This is an optimization exercise on Yosys and OpenROAD, whose aim is small area, not a production implementation. Function was checked by simulation only, so behaviour that the tests miss may differ from the original. No activity file was given, so power comes from the tool's default toggle rates.

## config.mk

```make
export PLATFORM = sky130hd
export DESIGN_NAME = rct_codec
export DESIGN_NICKNAME = rct_codec
export VERILOG_FILES = /design/flow/design.v
export SDC_FILE = /design/flow/constraint.sdc
export NUM_CORES = 4
export LEC_CHECK = 0
export ABC_AREA = 1
export CAP_MARGIN = 20
export CORE_MARGIN = 2
export CORE_UTILIZATION = 40
export PLACE_DENSITY = 0.6
export SLEW_MARGIN = 20
```

## constraint.sdc

```tcl
create_clock -name core_clock -period 7.0 [get_ports {clk}]
set_input_delay 1.4000 -clock core_clock [delete_from_list [all_inputs] [get_ports {clk}]]
set_output_delay 1.4000 -clock core_clock [all_outputs]
set_load 0.01 [all_outputs]
```

## design.v

```verilog
module rct_crc_step (
    input  wire [15:0] crc_in,
    input  wire [7:0]  data,
    output reg  [15:0] crc_out
);
    integer k;
    always @* begin
        crc_out = crc_in ^ {data, 8'h00};
        for (k = 0; k < 8; k = k + 1) begin
            if (crc_out[15])
                crc_out = {crc_out[14:0], 1'b0} ^ 16'h1021;
            else
                crc_out = {crc_out[14:0], 1'b0};
        end
    end
endmodule
module rct_decoder (
    input  wire        clk,
    input  wire        rst,
    input  wire        dec_new,
    input  wire        dec_plant,
    input  wire        rx_valid,
    input  wire [7:0]  rx_data,
    output wire        rx_ready,
    output wire [2:0]  dec_status,
    output wire        dec_ft,
    output wire [7:0]  dec_cmd,
    output wire [31:0] dec_id,
    output wire [31:0] dec_addr,
    output wire [15:0] dec_plen,
    output wire [15:0] dec_ck_rx,
    output wire [15:0] dec_ck_calc,
    output reg         pl_valid,
    output reg  [7:0]  pl_data
);
    localparam [7:0] START = 8'h2B;
    localparam [7:0] ESC   = 8'h2D;
    localparam [2:0] S_IDLE   = 3'd0;
    localparam [2:0] S_SEEK   = 3'd1;
    localparam [2:0] S_HEADER = 3'd2;
    localparam [2:0] S_BODY   = 3'd3;
    localparam [2:0] S_VALID  = 3'd4;
    localparam [2:0] S_CRCERR = 3'd5;
    localparam [2:0] S_CMDERR = 3'd6;
    localparam [2:0] S_LENERR = 3'd7;
    reg [2:0]  state;
    reg        plant;
    reg        esc;
    reg        ckf;         
    reg [15:0] pos;
    reg [15:0] len;         
    reg [2:0]  cmd_lo;      
    reg        known_q;
    reg        long_q;
    reg [15:0] crc;
    reg [63:0] sr;          
    wire st_seek  = (state == S_SEEK);
    wire st_hdr   = (state == S_HEADER);
    wire st_body  = (state == S_BODY);
    wire st_valid = (state == S_VALID);
    wire st_crce  = (state == S_CRCERR);
    assign rx_ready   = st_seek | st_hdr | st_body;
    assign dec_status = state;
    assign dec_ft     = plant;
    wire take   = rx_valid && rx_ready && !dec_new;
    wire append = take && !st_seek && (esc || rx_data != ESC);
    wire h_cmd  = st_hdr && (pos[1:0] == 2'd1);
    wire h_len  = st_hdr && (pos[1:0] == 2'd2);
    wire h_llo  = st_hdr && (pos[1:0] == 2'd3);
    wire h_bod  = st_hdr && (pos[1:0] == 2'd0);    
    wire bodyish = st_body || h_bod;
    wire is_ckhi = !ckf && (pos == len);
    wire field   = plant ? (pos[15:4] == 12'd0) : (pos[15:2] == 14'd0);
    wire last    = st_body && ckf;
    wire [15:0] crc_next;
    rct_crc_step u_crc (.crc_in(crc), .data(rx_data), .crc_out(crc_next));
    wire [15:0] crc_pad;
    rct_crc_step u_pad (.crc_in(crc), .data(8'h00), .crc_out(crc_pad));
    wire        odd_cover = len[0] ^ long_q;
    wire [15:0] ck_calc   = odd_cover ? crc_pad : crc;
    wire        mism      = ({pos[7:0], rx_data} != ck_calc);
    wire short_bad = plant && (len[7:3] == 5'd0);
    wire long_bad  = plant && (len[7:0] == 8'd0) && (rx_data[7:3] == 5'd0);
    wire body_bad  = plant ? (len[15:4] == 12'd0) : (len[15:2] == 14'd0);
    wire covered = append && !(bodyish && (ckf || is_ckhi));
    wire shift   = append && ((bodyish && !ckf && !is_ckhi && field) || (last && mism));
    wire pay     = append && bodyish && !ckf && !is_ckhi && !field;
    always @(posedge clk) begin
        if (rst) begin
            state    <= S_IDLE;
            plant    <= 1'b0;
            pl_valid <= 1'b0;
            pl_data  <= 8'd0;
        end else if (dec_new) begin
            state    <= S_SEEK;
            plant    <= dec_plant;
            pl_valid <= 1'b0;
        end else begin
            pl_valid <= pay;
            if (pay)
                pl_data <= rx_data;
            if (take && st_seek && rx_data == START)
                state <= S_HEADER;
            if (append) begin
                if (h_llo)
                    state <= long_bad ? S_LENERR : S_BODY;
                if (h_bod)
                    state <= short_bad ? S_LENERR : S_BODY;
                if (last)
                    state <= mism ? S_CRCERR : !known_q ? S_CMDERR :
                             body_bad ? S_LENERR : S_VALID;
            end
        end
    end
    always @(posedge clk) begin
        if (take && st_seek) begin
            pos <= 16'd1;
            ckf <= 1'b0;
            esc <= 1'b0;
            crc <= 16'hFFFF;
        end else begin
            if (take)
                esc <= !esc && (rx_data == ESC);
            if (covered)
                crc <= crc_next;
            if (shift)
                sr <= {sr[55:0], rx_data};
            if (append) begin
                if (h_cmd) begin
                    cmd_lo  <= rx_data[2:0];
                    known_q <= (rx_data == 8'h01) || (rx_data == 8'h02) || (rx_data == 8'h03) ||
                               (rx_data == 8'h05) || (rx_data == 8'h06) || (rx_data == 8'h08) ||
                               (rx_data == 8'h3C);
                    long_q  <= (rx_data == 8'h03) || (rx_data == 8'h06);
                    pos     <= 16'd2;
                end
                if (h_len) begin
                    len <= {8'h00, rx_data};
                    pos <= long_q ? 16'd3 : {12'd0, plant, 3'd0};
                end
                if (h_llo) begin
                    len <= {len[7:0], rx_data};
                    pos <= {12'd0, plant, 3'd0};
                end
                if (bodyish && !ckf) begin
                    if (is_ckhi) begin
                        ckf      <= 1'b1;
                        pos[7:0] <= rx_data;
                    end else begin
                        pos <= pos + 16'd1;
                    end
                end
            end
        end
    end
    wire       c3 = (cmd_lo[1:0] == 2'b00);
    wire       c5 = c3 & cmd_lo[2];
    wire [7:0] cmd_full = {2'b00, c5, c5, c3, cmd_lo};
    wire [15:0] plen = plant ? {len[15:4] - 12'd1, len[3:0]} : {len[15:2] - 14'd1, len[1:0]};
    assign dec_cmd     = st_valid ? cmd_full : 8'hFF;
    assign dec_id      = st_valid ? sr[31:0] : 32'd0;
    assign dec_addr    = (st_valid && plant) ? sr[63:32] : 32'd0;
    assign dec_plen    = st_valid ? plen : 16'd0;
    assign dec_ck_rx   = st_crce ? {pos[7:0], sr[7:0]} : 16'd0;
    assign dec_ck_calc = st_crce ? ck_calc : 16'd0;
endmodule
module rct_encoder (
    input  wire        clk,
    input  wire        rst,
    input  wire        enc_start,
    input  wire [7:0]  enc_cmd,
    input  wire        enc_plant,
    input  wire [31:0] enc_id,
    input  wire [31:0] enc_addr,
    input  wire [15:0] enc_plen,
    input  wire        enc_pl_valid,
    input  wire [7:0]  enc_pl_data,
    output wire        enc_pl_ready,
    output reg         tx_valid,
    output reg  [7:0]  tx_data,
    input  wire        tx_ready,
    output wire        enc_busy,
    output reg  [1:0]  enc_err
);
    localparam [7:0] START    = 8'h2B;
    localparam [7:0] ESC      = 8'h2D;
    localparam [7:0] CMD_READ = 8'h01;
    localparam [3:0] P_DONE  = 4'b0000;
    localparam [3:0] P_SOF   = 4'b0001;
    localparam [3:0] P_CMD   = 4'b0010;
    localparam [3:0] P_LENHI = 4'b0011;
    localparam [3:0] P_LENLO = 4'b0100;
    localparam [3:0] P_PAY   = 4'b0101;
    localparam [3:0] P_CKHI  = 4'b0110;
    localparam [3:0] P_CKLO  = 4'b0111;
    localparam [3:0] P_ADDR0 = 4'b1000;
    localparam [3:0] P_ID0   = 4'b1100;
    localparam [3:0] P_ID3   = 4'b1111;
    reg [3:0]  phase;
    reg [15:0] len_r;       
    reg [2:0]  cmd_lo;      
    reg        plant_r;
    reg        odd_r;       
    reg [31:0] id_r;
    reg [31:0] addr_r;
    reg [15:0] crc;
    reg        esc_pend;
    reg        hold;        
    wire        req_long  = (enc_cmd == 8'h03) || (enc_cmd == 8'h06);
    wire        req_known = (enc_cmd == 8'h01) || (enc_cmd == 8'h02) || (enc_cmd == 8'h03) ||
                            (enc_cmd == 8'h05) || (enc_cmd == 8'h06) || (enc_cmd == 8'h08) ||
                            (enc_cmd == 8'h3C);
    wire [15:0] req_n     = (enc_cmd == CMD_READ) ? 16'd0 : enc_plen;
    wire [16:0] req_len   = {1'b0, req_n} + (enc_plant ? 17'd16 : 17'd4);
    wire        req_ovf   = req_long ? req_len[16] : (req_len[16:8] != 9'd0);
    assign enc_busy = (phase != P_DONE) || esc_pend || tx_valid;
    wire   accept   = enc_start && !enc_busy;
    wire slot = !tx_valid || tx_ready;
    assign enc_pl_ready = slot && !esc_pend && (phase == P_PAY);
    wire [15:0] crc_pad;
    rct_crc_step u_pad (.crc_in(crc), .data(8'h00), .crc_out(crc_pad));
    wire [15:0] ck = odd_r ? crc_pad : crc;
    wire       long_c   = (cmd_lo == 3'b011) || (cmd_lo == 3'b110);
    wire       c3       = (cmd_lo[1:0] == 2'b00);
    wire       c5       = c3 & cmd_lo[2];
    wire [7:0] cmd_full = {2'b00, c5, c5, c3, cmd_lo};
    wire hi_zero  = (len_r[15:5] == 11'd0);
    wire pay_none = hi_zero && (len_r[4:0] == (plant_r ? 5'd16 : 5'd4));
    wire pay_one  = hi_zero && (len_r[4:0] == (plant_r ? 5'd17 : 5'd5));
    wire [63:0] fields = {addr_r, id_r};
    wire [7:0]  fbyte  = fields[63 - 8 * phase[2:0] -: 8];
    reg  [7:0] nb;
    always @* begin
        if (phase[3])
            nb = fbyte;
        else
            case (phase[2:0])
                3'd1: nb = START;
                3'd2: nb = cmd_full;
                3'd3: nb = len_r[15:8];
                3'd4: nb = len_r[7:0];
                3'd5: nb = enc_pl_data;
                3'd6: nb = ck[15:8];
                3'd7: nb = ck[7:0];
                default: nb = 8'h00;
            endcase
    end
    wire nb_ok  = (phase == P_PAY) ? enc_pl_valid : (phase != P_DONE);
    wire nb_cov = (phase != P_SOF) && (phase != P_CKHI) && (phase != P_CKLO);
    wire [15:0] crc_next;
    rct_crc_step u_crc (.crc_in(crc), .data(nb), .crc_out(crc_next));
    wire emit     = slot && !esc_pend && nb_ok;
    wire is_start = (nb == START);
    wire reserved = (is_start || nb == ESC) && (phase != P_SOF);
    always @(posedge clk) begin
        if (rst) begin
            phase    <= P_DONE;
            esc_pend <= 1'b0;
            tx_valid <= 1'b0;
            tx_data  <= 8'h00;
            enc_err  <= 2'd0;
        end else begin
            if (accept) begin
                if (!req_known) begin
                    enc_err <= 2'd1;
                end else if (req_ovf) begin
                    enc_err <= 2'd2;
                end else begin
                    enc_err <= 2'd0;
                    phase   <= P_SOF;
                end
            end
            if (slot) begin
                if (esc_pend) begin
                    tx_valid <= 1'b1;
                    tx_data  <= hold ? START : ESC;
                    esc_pend <= 1'b0;
                end else if (emit) begin
                    tx_valid <= 1'b1;
                    if (reserved) begin
                        tx_data  <= ESC;
                        esc_pend <= 1'b1;
                    end else begin
                        tx_data  <= nb;
                    end
                end else begin
                    tx_valid <= 1'b0;
                end
            end
            if (emit) begin
                if (phase[3]) begin
                    if (phase == P_ID3)
                        phase <= pay_none ? P_CKHI : P_PAY;
                    else
                        phase <= phase + 4'd1;
                end else
                    case (phase[2:0])
                        3'd1: phase <= P_CMD;
                        3'd2: phase <= long_c ? P_LENHI : P_LENLO;
                        3'd3: phase <= P_LENLO;
                        3'd4: phase <= plant_r ? P_ADDR0 : P_ID0;
                        3'd5: if (pay_one) phase <= P_CKHI;
                        3'd6: phase <= P_CKLO;
                        default: phase <= P_DONE;
                    endcase
            end
        end
    end
    always @(posedge clk) begin
        if (accept) begin
            cmd_lo  <= enc_cmd[2:0];
            plant_r <= enc_plant;
            id_r    <= enc_id;
            addr_r  <= enc_addr;
            len_r   <= req_len[15:0];
            odd_r   <= req_long ^ req_n[0];
            crc     <= 16'hFFFF;
        end else if (emit) begin
            if (reserved)
                hold <= is_start;
            if (nb_cov)
                crc <= crc_next;
            if (phase == P_PAY)
                len_r <= len_r - 16'd1;
        end
    end
endmodule
module rct_codec (
    input  wire        clk,
    input  wire        rst,
    input  wire        dec_new,
    input  wire        dec_plant,
    input  wire        rx_valid,
    input  wire [7:0]  rx_data,
    output wire        rx_ready,
    output wire [2:0]  dec_status,
    output wire        dec_ft,
    output wire [7:0]  dec_cmd,
    output wire [31:0] dec_id,
    output wire [31:0] dec_addr,
    output wire [15:0] dec_plen,
    output wire [15:0] dec_ck_rx,
    output wire [15:0] dec_ck_calc,
    output wire        pl_valid,
    output wire [7:0]  pl_data,
    input  wire        enc_start,
    input  wire [7:0]  enc_cmd,
    input  wire        enc_plant,
    input  wire [31:0] enc_id,
    input  wire [31:0] enc_addr,
    input  wire [15:0] enc_plen,
    input  wire        enc_pl_valid,
    input  wire [7:0]  enc_pl_data,
    output wire        enc_pl_ready,
    output wire        tx_valid,
    output wire [7:0]  tx_data,
    input  wire        tx_ready,
    output wire        enc_busy,
    output wire [1:0]  enc_err
);
    rct_decoder u_dec (
        .clk(clk), .rst(rst),
        .dec_new(dec_new), .dec_plant(dec_plant),
        .rx_valid(rx_valid), .rx_data(rx_data), .rx_ready(rx_ready),
        .dec_status(dec_status), .dec_ft(dec_ft), .dec_cmd(dec_cmd),
        .dec_id(dec_id), .dec_addr(dec_addr), .dec_plen(dec_plen),
        .dec_ck_rx(dec_ck_rx), .dec_ck_calc(dec_ck_calc),
        .pl_valid(pl_valid), .pl_data(pl_data)
    );
    rct_encoder u_enc (
        .clk(clk), .rst(rst),
        .enc_start(enc_start), .enc_cmd(enc_cmd), .enc_plant(enc_plant),
        .enc_id(enc_id), .enc_addr(enc_addr), .enc_plen(enc_plen),
        .enc_pl_valid(enc_pl_valid), .enc_pl_data(enc_pl_data), .enc_pl_ready(enc_pl_ready),
        .tx_valid(tx_valid), .tx_data(tx_data), .tx_ready(tx_ready),
        .enc_busy(enc_busy), .enc_err(enc_err)
    );
endmodule
```

## run.sh

```bash
#!/bin/bash
# synth_recipe.tcl (not shown) runs the flow's synth.tcl, then flattens the netlist and writes it again
# the make line also repeats each setting of config.mk as NAME=value (left out here)
make -C /OpenROAD-flow-scripts/flow DESIGN_CONFIG=/design/flow/config.mk WORK_HOME=/design/flow/orfs CLKGATE_MAP_FILE= SYNTH_SCRIPT=/design/flow/synth_recipe.tcl finish
```

==> impl_summary.log, run 1 <==
INFO  metric r2r_start = u_enc.phase[0]
INFO  metric syn-mean-instance-area = 8.304 sq um
INFO  metric filler_cell_count = about 3300
INFO  metric share_seq_of_total_power = between 30% and 40%
INFO  metric grt_use_total = 22.53%
INFO  metric path_cells = nand2_1 -> buf_4 -> inv_1 -> nand2_1 -> nor2_1 -> clkdlybuf4s50_1
INFO  metric met3_length = 2.391 mm
INFO  metric grt_start_max_net_pins = 61
INFO  metric min_period_over_period = 70.49%
INFO  metric cts_sinks = 250
INFO  metric regArea = 6716 sq um
INFO  metric tightestPinTransition = 1031 ps
INFO  metric detail_route.vias_per_cell = 5.095
INFO  metric tns = 0 ps
INFO  metric numCtsBuffers = 29
INFO  metric cts_setup_buffers = 0
INFO  metric placed_cells_incl_taps = 2345
INFO  metric cp_max_stage_delay = 700 ps
INFO  metric post-route-drc-count = 0
INFO  metric top_layer = met4
INFO  metric final_max_slew_viol_count = 0
INFO  metric area_growth = 28.14%
INFO  metric critPathTopFamily = buffers and inverters
INFO  metric grt_first_pass_wirelength = 64.41 mm
INFO  metric fmax = 202.7 MHz
INFO  metric rsz0062_at_grt = no
INFO  metric startpoint = u_dec.state[2]
INFO  metric core = between 30000 and 40000 sq um
INFO  metric maxCapViolations = 0
INFO  metric die-area = 36410 sq um
INFO  metric finish.net_count = 2053
INFO  metric fin_cells = 2400
INFO  metric cp.arrival = ~3500 ps
INFO  metric post_synth_edffs = 171
INFO  metric synthesized_nets = 1813
INFO  metric power.internal = 3.727 mW
INFO  metric worst-endpoint-required = around 5600 ps
INFO  metric postCtsHoldBufs = 0
INFO  metric number_of_antenna_violations_at_the_first_check_in_global_routing = 1
INFO  metric met2_length = between 15 and 20 mm
INFO  metric finClkSkew = 13.79 ps
INFO  metric finalWorstPathRequiredPeriod = roughly 5000 ps
INFO  metric critical_path.max_fanout = 43
INFO  metric power_frac_clock = about a quarter
INFO  metric place_congestion = 0.9101
INFO  metric m1WireLength = about 19 mm
INFO  metric synth_ff_type = sky130_fd_sc_hd__edfxtp_1
INFO  metric grt_pass1_vias = 11750
INFO  metric cts.path.max_buffers = 3
INFO  metric aggregate_routed_wire_length = 41.93 mm
INFO  metric p_per_area = 348.6 nW/um^2
INFO  metric dp_hpwl = 31.43 mm
INFO  metric switching_power_share_of_the_total = 40.23%
INFO  metric slowest_stage = sky130_fd_sc_hd__nand2_1
INFO  metric worst_skew_pair.late_latency = 560 ps
INFO  metric number_of_buffers_and_inverters_on_the_critical_path = 3
INFO  metric timing.hold.worst.class = reg2reg
INFO  metric critPathLaunchType = flop
INFO  metric postSynthRegisterBits = 250
INFO  metric dieWidth = approximately 190 um
INFO  metric power.combinational.fraction = 40.8%
INFO  metric area_used_by_multi_input_combinational_logic = roughly 6000 sq um
INFO  metric clock_tree.htree_level_count = 1
INFO  metric synthesis.instances = around 1700
INFO  metric final_core_utilization = 51.91%
INFO  metric yosysWarningCount = 3
INFO  metric grt.overflow.total = 0
INFO  metric cts_tree = yes
INFO  metric row_count = 68
INFO  metric drive_above_1_share = approximately 7.5%
INFO  metric synthesis.area = 13960 sq um
INFO  metric clkTransAtPathRegs = ~60 ps
INFO  metric seq_total_area_yosys = 48.11%
INFO  metric drt_pass1_iterations = 6
INFO  metric finalHoldViolations = 0
INFO  metric leakage = between 7 and 8 nW
INFO  metric final_antenna_net_count = 0
INFO  metric setup_viol_count_final = 0
INFO  metric min-delay-start = u_dec.sr[55]
INFO  metric netlist-cell-type-count = 60
INFO  metric ioPinCount = 260
INFO  metric vias = 12230
INFO  metric run_status = complete, no violations
INFO  metric clk_root_buffer_cell = sky130_fd_sc_hd__clkbuf_16
INFO  metric io_buffer_count = 259
INFO  metric critPathMostFrequentCell = sky130_fd_sc_hd__nand2_1
INFO  metric hold_ws = 447.9 ps
INFO  metric power.switching = between 2 and 3 mW
INFO  metric design_power_total = between 6 and 7 mW
INFO  metric cts_resized = 0
INFO  metric start_util = 40.51%
INFO  metric detail_route.iter0.violations = 823
INFO  metric criticalPathCategory = reg2out
INFO  metric timing.slew.headroom = 31.21%
INFO  metric wl_per_cell = 17.47 um
INFO  metric overall_die_height = 190.8 um
INFO  metric irDropWorstVdd = 216.7 uV
INFO  metric synthArstFlopShare = 0%
INFO  metric worst_setup_path_end_kind = output pin
[metal layers]
metal / vias to the layer above / track usage [%]
li1: 6051 / -
met5: - / 0
met3: 67 / 3.368
met4: 0 / 6.321
met1: 5755 / 30.62
met2: 355 / 37.29
[registers in the layout, indices dropped and copies added, names as in the netlist, 2 cells and up]
register and cells:
u_dec.pl_data 8, u_enc.addr_r 32, u_dec.cmd_lo 3, u_dec.state 3, u_enc.len_r 16, u_enc.tx_data 8, u_enc.phase 4, u_dec.crc 16
u_enc.enc_err 2, u_dec.pos 16, u_dec.sr 64, u_enc.crc 16, u_dec.len 16, u_enc.cmd_lo 3, u_enc.id_r 32
[area by class of cell]
cell class	instances	share of cell area, %
flip-flops and latches	250	37.55
multi-input cells	1120	33.53
repair buffers	273	15.08
inverters	247	5.204
clock buffers	42	4.987
well taps	455	3.183
clock inverters	12	0.4547
diodes	1	0.01399
[worst paths after layout]
check,endpoint,depth (start not counted),slack (ps)
min reg2reg,u_dec.sr[63],0,450
max reg2reg,u_enc.phase[1],18,3230
min,u_dec.sr[63],0,450
max,dec_addr[30],6,2070
[logic make-up (layout without fill, tap and decap cells)]
| logic type | count (synthesis) | in the layout | share of synthesized area [%] |
|---|---|---|---|
| flops | 250 | 250 | 48.11 |
| simple gates | 704 | 704 | 21.91 |
| compound gates | 293 | 293 | 12.39 |
| mux | 1 | 1 | 0.08066 |
| other cells | 0 | 1 | 0 |
| xor+xnor | 103 | 103 | 6.785 |
| buf+inv | 311 | 574 | 9.026 |
| fa+ha+maj | 19 | 19 | 1.703 |
[synth_stat cells, types with 3 or more instances]
cell	number	area share (%)
sky130_fd_sc_hd__nor2_2	9	0.40
sky130_fd_sc_hd__o41ai_1	3	0.19
sky130_fd_sc_hd__nand3b_1	3	0.16
sky130_fd_sc_hd__o21ai_1	35	1.3
sky130_fd_sc_hd__nand3_1	72	2.6
sky130_fd_sc_hd__nand2_1	299	8.0
sky130_fd_sc_hd__a21oi_1	103	3.7
sky130_fd_sc_hd__a32o_1	8	0.57
sky130_fd_sc_hd__dfxtp_1	79	11
sky130_fd_sc_hd__ha_1	19	1.7
sky130_fd_sc_hd__nor4_1	9	0.40
sky130_fd_sc_hd__o211ai_1	20	1.1
sky130_fd_sc_hd__clkbuf_1	31	0.83
sky130_fd_sc_hd__a211oi_1	5	0.27
sky130_fd_sc_hd__or2_1	3	0.13
sky130_fd_sc_hd__xnor2_1	41	2.6
sky130_fd_sc_hd__a22oi_1	7	0.38
sky130_fd_sc_hd__a221oi_1	3	0.19
sky130_fd_sc_hd__xor2_1	56	3.5
sky130_fd_sc_hd__inv_1	218	5.9
sky130_fd_sc_hd__o22ai_1	6	0.27
sky130_fd_sc_hd__edfxtp_1	171	37
sky130_fd_sc_hd__nor2_4	4	0.32
sky130_fd_sc_hd__o2111ai_1	4	0.25
sky130_fd_sc_hd__buf_4	8	0.43
sky130_fd_sc_hd__o221ai_1	8	0.50
sky130_fd_sc_hd__buf_2	20	0.72
sky130_fd_sc_hd__nand4_1	20	0.90
sky130_fd_sc_hd__nor3_1	29	1.0
sky130_fd_sc_hd__nor2_1	224	6.0
sky130_fd_sc_hd__nand3_2	7	0.50
sky130_fd_sc_hd__nand2_2	15	0.67
sky130_fd_sc_hd__xor2_2	4	0.47
sky130_fd_sc_hd__inv_2	27	0.73
sky130_fd_sc_hd__a31oi_1	6	0.27
sky130_fd_sc_hd__o31ai_1	3	0.16
sky130_fd_sc_hd__o21a_1	4	0.22
sky130_fd_sc_hd__o21ai_0	69	2.5
[power groups by stage]
stage	Combinational [mW]	Sequential [mW]	Clock [mW]
finish	2.54	2.18	1.51
global route	2.84	2.21	1.60
CTS	2.55	2.18	1.54
detailed placement	2.53	2.20	0
global placement	2.50	2.20	0
floorplan	1.90	2.11	0
[stage by stage]
step / instance area (sq um) / setup WS (ps)
global route: 17890 / 1792
finish: 17890 / 2066
floorplan: 13960 / 877.9
detailed placement: 16910 / 2002
CTS: 17880 / 2047
global placement: 16910 / 2083
[layout by cell type, fill, tap and decap left out, types with 6 or more instances in the layout]
master | netlist | layout
sky130_fd_sc_hd__clkbuf_16 | 0 | 32
sky130_fd_sc_hd__nand3_2 | 7 | 7
sky130_fd_sc_hd__o211ai_1 | 20 | 20
sky130_fd_sc_hd__nand2_1 | 299 | 299
sky130_fd_sc_hd__edfxtp_1 | 171 | 171
sky130_fd_sc_hd__nor2_2 | 9 | 9
sky130_fd_sc_hd__ha_1 | 19 | 19
sky130_fd_sc_hd__nor3_1 | 29 | 29
sky130_fd_sc_hd__nor2_1 | 224 | 224
sky130_fd_sc_hd__o21ai_0 | 69 | 68
sky130_fd_sc_hd__a32o_1 | 8 | 8
sky130_fd_sc_hd__buf_4 | 8 | 14
sky130_fd_sc_hd__inv_2 | 27 | 26
sky130_fd_sc_hd__o221ai_1 | 8 | 8
sky130_fd_sc_hd__nand2_2 | 15 | 15
sky130_fd_sc_hd__o21ai_1 | 35 | 36
sky130_fd_sc_hd__a21oi_1 | 103 | 103
sky130_fd_sc_hd__xor2_1 | 56 | 56
sky130_fd_sc_hd__dfxtp_1 | 79 | 79
sky130_fd_sc_hd__clkdlybuf4s50_1 | 0 | 259
sky130_fd_sc_hd__a22oi_1 | 7 | 7
sky130_fd_sc_hd__nand4_1 | 20 | 20
sky130_fd_sc_hd__xnor2_1 | 41 | 41
sky130_fd_sc_hd__inv_1 | 218 | 218
sky130_fd_sc_hd__a31oi_1 | 6 | 6
sky130_fd_sc_hd__clkinv_2 | 0 | 7
sky130_fd_sc_hd__nand3_1 | 72 | 72
sky130_fd_sc_hd__nor4_1 | 9 | 9
==> run 2: changes to the inputs <==
--- a/config.mk
+++ b/config.mk
@@ -6,5 +6,4 @@
 export NUM_CORES = 4
 export LEC_CHECK = 0
-export ABC_AREA = 1
 export CAP_MARGIN = 20
 export CORE_MARGIN = 2
==> impl_summary.log, run 2 <==
INFO  metric run_status = complete, no violations
INFO  metric cts_tree = yes
INFO  metric clkTransAtPathRegs = 60 ps
INFO  metric top_regs = u_dec.sr: 64 flops, u_enc.addr_r: 32 flops, u_enc.id_r: 32 flops
INFO  metric post_synth_edffs = 171
INFO  metric final_antenna_net_count = 0
INFO  metric postSynthRegisterBits = 250
INFO  metric cts_setup_buffers = 0
INFO  metric maxCapViolations = 0
INFO  metric grt_pass1_vias = just over 10000
INFO  metric design_power_total = 5.227 mW
INFO  metric critPathLaunchType = primary input
INFO  metric gr-usage-met3 = about 3.8%
INFO  metric grt_start_max_net_pins = 72
INFO  metric netlist-cell-type-count = 82
INFO  metric grt-busiest-layer = met2
INFO  metric dieWidth = ~190 um
INFO  metric drive_above_1_share = 6.792%
INFO  metric synthesis.instances = roughly 1300
INFO  metric place_congestion = 0.9099
INFO  metric timing.hold.worst.class = reg2reg
INFO  metric drt_pass1_iterations = 7
INFO  metric rsz0062_at_grt = no
INFO  metric dp_hpwl = between 20 and 30 mm
INFO  metric groute.layer.met2.usage = 35.30%
INFO  metric largest-register = u_dec.sr
INFO  metric layout.cells.most_common = sky130_fd_sc_hd__clkdlybuf4s50_1
INFO  metric p_per_area = 299.9 nW/um^2
INFO  metric seq_total_area_yosys = 49.53%
INFO  metric aggregate_routed_wire_length = 37.72 mm
INFO  metric cp.arrival = around 5700 ps
INFO  metric timing.slew.headroom = 33.65%
INFO  metric number_of_antenna_violations_at_the_first_check_in_global_routing = 0
INFO  metric ioPinCount = 260
INFO  metric clk_root_buffer_cell = sky130_fd_sc_hd__clkbuf_16
INFO  metric synthesis.area = about 14000 sq um
INFO  metric timing.reg2reg.setup_slack = 2670 ps
INFO  metric criticalPathCategory = in2reg
INFO  metric synthesized_nets = 1440
INFO  metric synthDominantAreaCellType = sky130_fd_sc_hd__edfxtp_1
INFO  metric cts_resized = 0
INFO  metric final_core_utilization = 52.10%
INFO  metric finalWorstPathRequiredPeriod = 5215 ps
INFO  metric area_growth = 28.52%
INFO  metric tightestPinTransition = 994.4 ps
INFO  metric most-common-layout-cells = sky130_fd_sc_hd__clkdlybuf4s50_1, sky130_fd_sc_hd__edfxtp_1, sky130_fd_sc_hd__nor2_1
INFO  metric most_used_standard_cell_by_instance_count_after_synthesis = sky130_fd_sc_hd__edfxtp_1
INFO  metric detail_route.iter0.violations = about 760
INFO  metric start_util = 40.54%
INFO  metric hold_ws = 437.3 ps
INFO  metric post-route-drc-count = 0
INFO  metric row_count = 67
INFO  metric fmax = 191.8 MHz
INFO  metric synth_ff_type = sky130_fd_sc_hd__edfxtp_1
INFO  metric finish.net_count = 1656
INFO  metric finalHoldViolations = 0
INFO  metric synthArstFlopShare = 0%
INFO  metric cts_sinks = 250
INFO  metric leakage = 6.318 nW
INFO  metric worst_setup_path_end_kind = flop
INFO  metric cts.path.max_buffers = 3
INFO  metric synth.top_cells.by_area = sky130_fd_sc_hd__edfxtp_1, sky130_fd_sc_hd__dfxtp_1, sky130_fd_sc_hd__xnor2_1, sky130_fd_sc_hd__xor2_1, sky130_fd_sc_hd__nor2_1
INFO  metric min_period_over_period = between 70% and 80%
INFO  metric grtUsageMet1 = ~27%
INFO  metric critical_path.max_fanout = 14
INFO  metric setup_viol_count_final = 0
INFO  metric syn-mean-instance-area = 10.37 sq um
INFO  metric worst-endpoint-required = approximately 7500 ps
INFO  metric dp_slack = 1232 ps
INFO  metric wl_per_cell = 18.92 um
INFO  metric num_antenna_cells = 0
INFO  metric final_max_slew_viol_count = 0
INFO  metric core = 33450 sq um
INFO  metric grt_use_total = just over 20%
INFO  metric yosysWarningCount = 3
INFO  metric fin_ws = between 1500 and 2000 ps
INFO  metric tns = 0 ps
INFO  metric finClkSkew = ~13 ps
INFO  metric commonest_cells_post_synth = sky130_fd_sc_hd__edfxtp_1, sky130_fd_sc_hd__nor2_1, sky130_fd_sc_hd__nand2_1
INFO  metric irDropWorstVdd = 233.5 uV
INFO  metric clock_tree.htree_level_count = 1
INFO  metric grt_first_pass_wirelength = 58.92 mm
INFO  metric largest_reg_flops = 64
INFO  metric postCtsHoldBufs = 0
INFO  metric worst_skew_pair.late_latency = ~550 ps
INFO  metric overall_die_height = 188.1 um
INFO  metric vias = 10760
INFO  metric detail_route.vias_per_cell = 5.394
INFO  metric die-area = 35390 sq um
INFO  metric synth_largest_type_area_fraction = 37.87%
INFO  metric grt.overflow.total = 0
INFO  metric numCtsBuffers = 28
INFO  metric io_buffer_count = 259
-- run 2: cell count changes after synthesis, moves of 14 or more --
cell | previous run | this run
sky130_fd_sc_hd__nand2_1 | 299 | 104
sky130_fd_sc_hd__inv_1 | 218 | 24
sky130_fd_sc_hd__nor2_1 | 224 | 121
sky130_fd_sc_hd__and2_1 | 0 | 57
sky130_fd_sc_hd__and3_1 | 1 | 49
sky130_fd_sc_hd__a21oi_1 | 103 | 59
sky130_fd_sc_hd__nand3_1 | 72 | 32
sky130_fd_sc_hd__xnor2_1 | 41 | 79
sky130_fd_sc_hd__clkbuf_1 | 31 | 66
sky130_fd_sc_hd__mux2i_1 | 0 | 30
sky130_fd_sc_hd__o21ai_1 | 35 | 6
sky130_fd_sc_hd__inv_2 | 27 | 2
sky130_fd_sc_hd__o21ai_0 | 69 | 51
sky130_fd_sc_hd__nand2_2 | 15 | 1
-- run 2: metal layers --
layer	wire, um	share of wire [%]
met3	2688	7.1
met2	17770	47
met5	0	0
met1	16250	43
met4	1013	2.7
-- run 2: worst paths after layout --
| check | startpoint | end | cells past startpoint |
|---|---|---|---|
| worst max-delay path | enc_cmd[5] | u_enc.phase[0] | 13 |
| worst min-delay path | u_dec.sr[8] | u_dec.sr[16] | 0 |
| worst max register to register | u_enc.phase[0] | u_enc.hold | 9 |
| worst min register to register | u_dec.sr[8] | u_dec.sr[16] | 0 |
-- run 2: through the flow --
| step | std cells | cell area (sq um) |
|---|---|---|
| 6_report | 1994 | 17430 |
| 3_5_place_dp | 1942 | 16430 |
| 5_1_grt | 1994 | 17430 |
| 3_3_place_gp | 1942 | 16430 |
| 4_1_cts | 1994 | 17420 |
| 2_1_floorplan | 1308 | 13560 |
-- run 2: final cells by class --
| type | instances | area (sq um) |
|---|---|---|
| Fill cell | 2962 | 16020 |
| Sequential cell | 250 | 6716 |
| Multi-Input combinational cell | 942 | 6345 |
| Timing Repair Buffer | 276 | 2720 |
| Clock buffer | 37 | 755.7 |
| Tap cell | 448 | 560.5 |
| Clock inverter | 15 | 230.2 |
| Inverter | 26 | 98.84 |
-- run 2: report_power, final --
part | internal, mW | total, mW | switching (mW)
combinational | 0.638 | 1.51 | 0.873
sequential | 1.91 | 2.13 | 0.219
clock | 0.979 | 1.58 | 0.605
-- run 2: logic make-up (layout without fill, tap and decap cells) --
logic type / after synthesis / count (layout) / share of synthesized area [%]
simple gates: 477 / 477 / 17.80
buf+inv: 116 / 354 / 3.885
fa+ha+maj: 19 / 19 / 1.753
mux: 51 / 51 / 5.149
flops: 250 / 250 / 49.53
compound gates: 245 / 245 / 11.93
xor+xnor: 150 / 150 / 9.947
-- run 2: critical path, stage by stage --
cell,delay (ps)
sky130_fd_sc_hd__clkdlybuf4s50_1,410
sky130_fd_sc_hd__or4_1,590
sky130_fd_sc_hd__nor2_1,150
sky130_fd_sc_hd__nand2_1,290
sky130_fd_sc_hd__and2_1,280
sky130_fd_sc_hd__ha_1,340
sky130_fd_sc_hd__a31oi_1,180
sky130_fd_sc_hd__nor4b_1,500
sky130_fd_sc_hd__mux2_2,390
sky130_fd_sc_hd__o21a_1,170
sky130_fd_sc_hd__o41ai_1,470
sky130_fd_sc_hd__nand3_1,200
sky130_fd_sc_hd__a221oi_1,290
==> run 3: changes to the inputs <==
==> flow/run.sh (new file) <==
#!/bin/bash
# Standard layout, with the port buffers made of the smallest plain buffer.
set -euo pipefail
export BUFFER_PORTS_ARGS="-buffer_cell sky130_fd_sc_hd__buf_1"
bash standard.sh > make_finish.log 2>&1
==> standard.sh (new file) <==
#!/bin/bash
# synth_recipe.tcl (not shown) runs the flow's synth.tcl, then flattens the netlist and writes it again
# the make line also repeats each setting of config.mk as NAME=value (left out here)
make -C /OpenROAD-flow-scripts/flow DESIGN_CONFIG=/design/flow/config.mk WORK_HOME=/design/flow/orfs CLKGATE_MAP_FILE= SYNTH_SCRIPT=/design/flow/synth_recipe.tcl "${@:-finish}"
--- a/config.mk
+++ b/config.mk
@@ -6,7 +6,9 @@
 export NUM_CORES = 4
 export LEC_CHECK = 0
+export ABC_AREA = 1
 export CAP_MARGIN = 20
 export CORE_MARGIN = 2
 export CORE_UTILIZATION = 40
+export CTS_BUF_LIST = sky130_fd_sc_hd__clkbuf_2 sky130_fd_sc_hd__clkbuf_4 sky130_fd_sc_hd__clkbuf_8
 export PLACE_DENSITY = 0.6
 export SLEW_MARGIN = 20
removed: run.sh
==> impl_summary.log, run 3 <==
INFO  metric grt.overflow.total = 0
INFO  metric final_antenna_net_count = 0
INFO  metric post-route-drc-count = 0
INFO  metric run_status = complete, no violations
INFO  metric worst_setup_path_end_kind = output pin
INFO  metric fmax = 238.5 MHz
INFO  metric die-area = 36410 sq um
INFO  metric hold_ws = 446.9 ps
INFO  metric slowest_stage = sky130_fd_sc_hd__nand2_2
INFO  metric share_seq_of_total_power = 34.8%
INFO  metric drive_above_1_share = 8.934%
INFO  metric tightestPinTransition = 855.1 ps
INFO  metric irDropWorstVdd = between 200 and 250 uV
INFO  metric grt_first_pass_wirelength = 62.56 mm
INFO  metric grt_pass1_vias = 11580
INFO  metric power_frac_clock = 26.1%
INFO  metric synthesis.instances = 1681
INFO  metric p_per_area = 381.9 nW/um^2
INFO  metric finalWorstPathRequiredPeriod = 4192 ps
INFO  metric rsz0062_at_grt = no
INFO  metric postCtsHoldBufs = 0
INFO  metric reg2reg_depth = 8
INFO  metric vias = 12310
INFO  metric largest-register = u_dec.sr
INFO  metric place_congestion = ~0.9
INFO  metric critPathMostFrequentCell = sky130_fd_sc_hd__nor2_1
INFO  metric ioPinCount = 260
INFO  metric most-common-layout-cells = sky130_fd_sc_hd__nand2_1, sky130_fd_sc_hd__buf_1, sky130_fd_sc_hd__nor2_1
INFO  metric cts_resized = 0
INFO  metric cts_sinks = 250
INFO  metric most_used_standard_cell_by_instance_count_after_synthesis = sky130_fd_sc_hd__nand2_1
INFO  metric overall_die_height = ~190 um
INFO  metric dp_hpwl = 29.98 mm
INFO  metric timing.slew.headroom = a little over two fifths
INFO  metric maxCapViolations = 0
INFO  metric synthDominantAreaCellType = sky130_fd_sc_hd__edfxtp_1
INFO  metric r2r_start = u_enc.phase[0]
INFO  metric finClkSkew = 43.67 ps
INFO  metric largest_reg_flops = 64
INFO  metric critPathTopFamily = simple AND/OR/NAND/NOR gates
INFO  metric aggregate_routed_wire_length = 40.55 mm
INFO  metric criticalPathCategory = reg2out
INFO  metric path_cells = nor2_1 -> nand2_1 -> buf_4 -> inv_1 -> nand2_2 -> nor2_1 -> buf_1
INFO  metric post_synth_edffs = 171
INFO  metric netlist-cell-type-count = 60
INFO  metric timing.hold.worst.class = reg2reg
INFO  metric numCtsBuffers = 44
INFO  metric leakage = between 6 and 7 nW
INFO  metric worst_hold_path.endpoint = u_dec.sr[12]
INFO  metric min_period_over_period = 59.89%
INFO  metric syn-mean-instance-area = 8.304 sq um
INFO  metric worst-endpoint-required = ~5600 ps
INFO  metric postLayoutCellArea = 16380 sq um
INFO  metric final_core_utilization = 47.54%
INFO  metric clock_tree.htree_level_count = 2
INFO  metric finish.net_count = 2067
INFO  metric grt_use_total = 22.09%
INFO  metric postSynthRegisterBits = between 200 and 300
INFO  metric timing.hold.worst_path_depth = 0
INFO  metric timing.rr.end = u_enc.addr_r[11]
INFO  metric placed_cell_area = about 15000 sq um
INFO  metric synth_largest_type_area_fraction = 36.78%
INFO  metric power.combinational.fraction = 39.2%
INFO  metric cts.path.max_buffers = 3
INFO  metric yosysWarningCount = 3
INFO  metric synthesized_nets = roughly 1800
INFO  metric min-delay-start = u_dec.sr[4]
INFO  metric layout.cells.most_common = sky130_fd_sc_hd__nand2_1
INFO  metric clkTransAtPathRegs = 60 ps
INFO  metric synthesis.area = 13960 sq um
INFO  metric area_growth = 17.34%
INFO  metric worst_skew_pair.late_latency = 600 ps
INFO  metric cp.arrival = 2790 ps
INFO  metric number_of_buffers_and_inverters_on_the_critical_path = 3
INFO  metric dieWidth = approximately 190 um
INFO  metric synth_ff_type = sky130_fd_sc_hd__edfxtp_1
INFO  metric tns = 0 ps
INFO  metric power.internal = 3.740 mW
INFO  metric cts_setup_buffers = 0
INFO  metric filler_cell_count = 3406
INFO  metric final_max_slew_viol_count = 0
INFO  metric detail_route.vias_per_cell = 5.074
INFO  metric drt_pass1_iterations = 5
INFO  metric number_of_antenna_violations_at_the_first_check_in_global_routing = 1
INFO  metric top_regs = u_dec.sr: 64 flops, u_enc.addr_r: 32 flops, u_enc.id_r: 32 flops
INFO  metric setup_viol_count_final = 0
INFO  metric cp_max_stage_delay = 460 ps
INFO  metric finalHoldViolations = 0
INFO  metric grt_start_max_net_pins = 54
INFO  metric row_count = 68
INFO  metric critPathLaunchType = flop
INFO  metric critical_path.max_fanout = 43
INFO  metric synthArstFlopShare = 0%
INFO  metric detail_route.iter0.violations = 970
INFO  metric timing.reg2reg.setup_slack = 2870 ps
INFO  metric commonest_cells_post_synth = sky130_fd_sc_hd__nand2_1, sky130_fd_sc_hd__nor2_1, sky130_fd_sc_hd__inv_1
INFO  metric cts_tree = yes
INFO  metric power.switching = 2.515 mW
INFO  metric core = around 34000 sq um
INFO  metric synth.top_cells.by_area = sky130_fd_sc_hd__edfxtp_1, sky130_fd_sc_hd__dfxtp_1, sky130_fd_sc_hd__nand2_1, sky130_fd_sc_hd__nor2_1, sky130_fd_sc_hd__inv_1
INFO  metric io_buffer_count = roughly 260
INFO  metric switching_power_share_of_the_total = 40.20%
INFO  metric wl_per_cell = 16.71 um
INFO  metric start_util = 40.51%
INFO  metric seq_total_area_yosys = 48.11%
INFO  metric clk_root_buffer_cell = sky130_fd_sc_hd__clkbuf_8
run 3: layout make-up:
type / count / area (sq um) / share of cell area [%]
multi-input cells: 1120 / 6006 / 36.66
clock buffers: 68 / 835.8 / 5.102
diodes: 1 / 2.502 / 0.01528
repair buffers: 272 / 1090 / 6.653
clock inverters: 13 / 230.2 / 1.405
well taps: 455 / 569.3 / 3.475
inverters: 247 / 930.9 / 5.683
flip-flops and latches: 250 / 6716 / 41.00
run 3: worst max-delay path by stage:
| stage | cells after the start | end | startpoint |
|---|---|---|---|
| floorplan | 7 | u_dec.sr[0] | rx_data[1] |
| global placement | 8 | u_dec.sr[7] | rx_data[1] |
| detailed placement | 10 | u_dec.sr[2] | rx_data[7] |
| CTS | 7 | dec_addr[7] | u_dec.state[0] |
| global route | 16 | u_enc.phase[1] | u_enc.phase[0] |
| finish | 7 | dec_addr[7] | u_dec.state[0] |
run 3: routing by layer:
metal	up-vias	wire, um	global-route usage [%]
met5	-	0	0
li1	6076	-	-
met3	77	2699	4.233
met1	5759	18240	30.16
met2	398	18460	34.43
met4	0	1147	8.855
run 3: logic make-up after synthesis:
kind of cell	Yosys count	share of synthesized area, %
fa+ha+maj	19	1.703
buf+inv	311	9.026
mux	1	0.08066
simple gates	704	21.91
xor+xnor	103	6.785
flops	250	48.11
compound gates	293	12.39
run 3: worst reg2reg max path: cells and delay by family, from the launching register on:
family	cells	cell delay (ps)
adder cells (fa/ha/maj)	1	320
buffers and inverters	4	2260
flip-flops	1	300
AND/OR/NAND/NOR	3	850
run 3: power groups by stage:
stage	Sequential (mW)	Combinational [mW]	Clock [mW]
after CTS	2.17	2.43	1.67
after detailed placement	2.20	2.42	0
after floorplan	2.11	1.90	0
final	2.18	2.45	1.63
after global routing	2.21	2.77	1.73
after global placement	2.20	2.39	0
run 3: through the flow:
stage / instances / setup WS (ps) / power (mW)
3_5_place_dp: 2343 / 2091 / 4.621
5_1_grt: 2426 / 2506 / 6.708
4_1_cts: 2424 / 2420 / 6.277
2_1_floorplan: 1681 / 877.9 / 4.014
3_3_place_gp: 2343 / 2249 / 4.589
6_report: 2426 / 2808 / 6.255

-- separate check: timing with driven ports --
How much do the figures lean on ideal ports? The routed layouts below were timed once more, with nothing changed but the port constraints.
Step 1, drivers: a clkbuf_16 drives clk and a buf_2 each remaining input, both assumed.
Step 2 moves the port delays by t, midway between the first and last clock arrival at a register: inputs arrive t later, outputs are due t later. That takes back most of the time a late clock gives input paths.
a / b / c = ideal ports / drivers / drivers and shift; a / b = the first two.
run | t, ns | setup slack, ns | worst hold slack (ns)
run 1 | 0.611 | 2.066 / 2.008 / 1.920 | 0.448 / 0.448 / 0.448
run 2 | 0.594 | 1.785 / 1.817 / 1.223 | 0.437 / 0.437 / 0.437
run 3 | 0.631 | 2.808 / 2.760 / 2.430 | 0.447 / 0.447 / 0.447
After both steps every run listed still meets setup and hold. The setup slack of run 2, which loses most, moves by +0.032 ns with the drivers and by -0.562 ns with both steps.
